Source: an optimization exercise on an open RTL-to-GDS flow (aim: a short achievable clock period and few clock cycles). Production flows keep margins and buffers that such runs may drop. The RTL was checked by simulation tests, not by an equivalence proof against the original design. Power figures rest on the tool's default switching activity, not on a simulated workload.

// icb
module icb (
    input  wire        clk,
    input  wire        rst,
    input  wire        req_valid,
    output wire        req_ready,
    input  wire        req_we,
    input  wire [7:0]  req_addr,
    input  wire [63:0] req_wdata,
    output reg         rsp_valid,
    output reg  [63:0] rsp_rdata
);
Settings: LEC_CHECK=0, CAP_MARGIN=35, CORE_MARGIN=2, CORE_UTILIZATION=35, PLACE_DENSITY=0.5, SLEW_MARGIN=35; clock period 13.0 ns.
standard.sh (not shown) runs the stock make flow with config.mk's settings and CLKGATE_MAP_FILE= SYNTH_SCRIPT=/design/flow/synth_recipe.tcl, a recipe that flattens the netlist after the stock synthesis.
==> flow/flow/run.sh <==
#!/bin/bash
# Layout flow: the standard flow, with the standard synthesis unchanged,
# and the timing repair of the later steps aiming 9.5 ns below the clock
# period (the SDC is unchanged) so that the layout runs as fast as it can.
set -euo pipefail
bash standard.sh synth > synth.log 2>&1
bash standard.sh SETUP_SLACK_MARGIN=9.5 finish > layout.log 2>&1
Testbench counts at the start, summed over its fixed seeds: cycles 32,048.
Then changed:
--- a/flow/design.v
+++ b/flow/design.v
@@ -49,22 +49,22 @@
         input [15:0]   oh;
         input [1023:0] x;
         integer j;
         begin
             xsel = 64'd0;
             for (j = 0; j < 16; j = j + 1)
                 xsel = xsel | ({64{oh[j]}} & x[64 * j +: 64]);
         end
     endfunction
-    reg        i_v;
-    reg        i_we;
-    reg [7:0]  i_addr;
-    reg [63:0] i_data;
+    wire        i_v    = !rst && req_valid && ready_q;
+    wire        i_we   = req_we;
+    wire [7:0]  i_addr = req_addr;
+    wire [63:0] i_data = req_wdata;
     reg        f_xw, f_cmd, f_clr, f_rd;     
     reg [15:0] f_wr;             
     reg        f_fitsu, f_fitss, f_extu, f_exts, f_insu, f_inss, f_pack, f_unpack;
     reg [1:0]  f_pre;            
     reg [31:0] f_cw;
     reg [63:0] f_data;
     reg [6:0]  f_w;
     reg [5:0]  f_l;
     reg [7:0]  f_end;            
@@ -98,22 +98,18 @@
     reg [31:0] w_ua;
     reg        w_flt, w_clr;
     reg [3:0]  w_code;
     reg [31:0] w_cw;
     wire [63:0] e_up [0:7];
     wire [63:0] w_up [0:7];
     always @(posedge clk) begin
         ready_q <= !rst;
         rst_q   <= rst;
-        i_v     <= !rst && req_valid && ready_q;
-        i_we    <= req_we;
-        i_addr  <= req_addr;
-        i_data  <= req_wdata;
     end
     wire [31:0] c   = i_data[31:0];
     wire [3:0]  rd  = c[25:22];
     wire [3:0]  rs1 = c[21:18];
     wire [3:0]  rs2 = c[17:14];
     wire [6:0]  fw  = c[13:7];
     wire [6:0]  fl  = c[6:0];
     wire d_xw  = i_v &&  i_we && i_addr[7:4] == 4'd0;
     wire d_cmd = i_v &&  i_we && i_addr == 8'h10;
This time the run completed and failed the layout checks on antenna violations.
Utilization drops by 0.35 points.
Critical path depth climbs by 12.
Sequential power drops by 3.9%.
Design area drops by about 2%.
Clock power drops by about 5.6%.
Testbench counts after the change, summed over its fixed seeds: cycles 32,040.

--- another note on this design; it stands on its own ---

==> flow/design.v (excerpt) <==
module icb (
    input  wire        clk,
    input  wire        rst,
    input  wire        req_valid,
    output wire        req_ready,
    input  wire        req_we,
    input  wire [7:0]  req_addr,
    input  wire [63:0] req_wdata,
    output reg         rsp_valid,
    output reg  [63:0] rsp_rdata
);
clock: 13.0 ns
lec_check: 0
cap_margin: 35
core_margin: 2
core_utilization: 35
place_density: 0.5
slew_margin: 35
standard.sh (not shown) runs the stock make flow with config.mk's settings and CLKGATE_MAP_FILE= SYNTH_SCRIPT=/design/flow/synth_recipe.tcl, a recipe that flattens the netlist after the stock synthesis.
==> flow/flow/run.sh <==
#!/bin/bash
# Layout flow: the standard flow, with the standard synthesis unchanged,
# the timing repair of the later steps aiming 9.5 ns below the clock period
# (the SDC is unchanged), and the clock tree built with the "full" non-default
# routing rule (wider clock wires and spacing) for less clock latency.
set -euo pipefail
bash standard.sh synth > synth.log 2>&1
bash standard.sh SETUP_SLACK_MARGIN=9.5 "CTS_ARGS=-sink_clustering_enable -repair_clock_nets -apply_ndr full" finish > layout.log 2>&1
The starting point finished with timing, DRC and antenna clean.
Testbench counts at the start, summed over its fixed seeds: cycles 32,048.
Next try:
==> flow/flow/run.sh (replaced) <==
#!/bin/bash
# Layout flow: the standard flow, with the standard synthesis unchanged,
# and the timing repair of the later steps aiming 9.5 ns below the clock
# period (the SDC is unchanged) so that the layout runs as fast as it can.
set -euo pipefail
bash standard.sh synth > synth.log 2>&1
bash standard.sh SETUP_SLACK_MARGIN=9.5 finish > layout.log 2>&1
Settings changed: CORE_UTILIZATION 35 to 42, PLACE_DENSITY 0.5 to 0.58.
Result: Utilization came out higher by 7.0 points. Non-clock buffer count came out lower by 124. Final area came out lower by a few percent. Worst setup slack got worse by 22 ps. Cell count came out lower by a few percent. Flip-flop and latch count stays the same. Clock-buffer cell count came out lower by 51. Power came out lower by a few percent. Clock skew came out higher by 19 ps. Routed wire length came out lower by a little under a tenth. Sequential share of layout area came out higher by 1.1 points.

-- re-timing with driven ports --
How much do the figures lean on ideal ports? The routed layouts below were timed once more, with nothing changed but the port constraints. Step 1: set_driving_cell puts a clkbuf_16 on clk and a buf_2 on each other input, an assumption about the parent block. Step 2 also shifts input and output timing later by t, the mid clock arrival at the registers, as if the neighbouring blocks saw the same clock. Slacks: ideal ports / drivers / drivers and shift; pairs: ideal ports / drivers.
run	t (ns)	setup slack, ns	worst setup path after step 2	worst data-port slew with drivers (ns)
the first run of note 1	1.062	8.870 / 8.756 / 9.244	register to register	0.14
the second run of note 1	1.026	8.855 / 8.884 / 7.859	input to register	0.10
the first run of note 2	1.078	8.837 / 8.727 / 9.209	register to register	0.13
the second run of note 2	1.008	8.815 / 8.710 / 9.218	register to register	0.14
For the second run of note 1, which loses most, drivers alone change the setup slack by +0.029 ns; drivers and shift together by -0.996 ns.
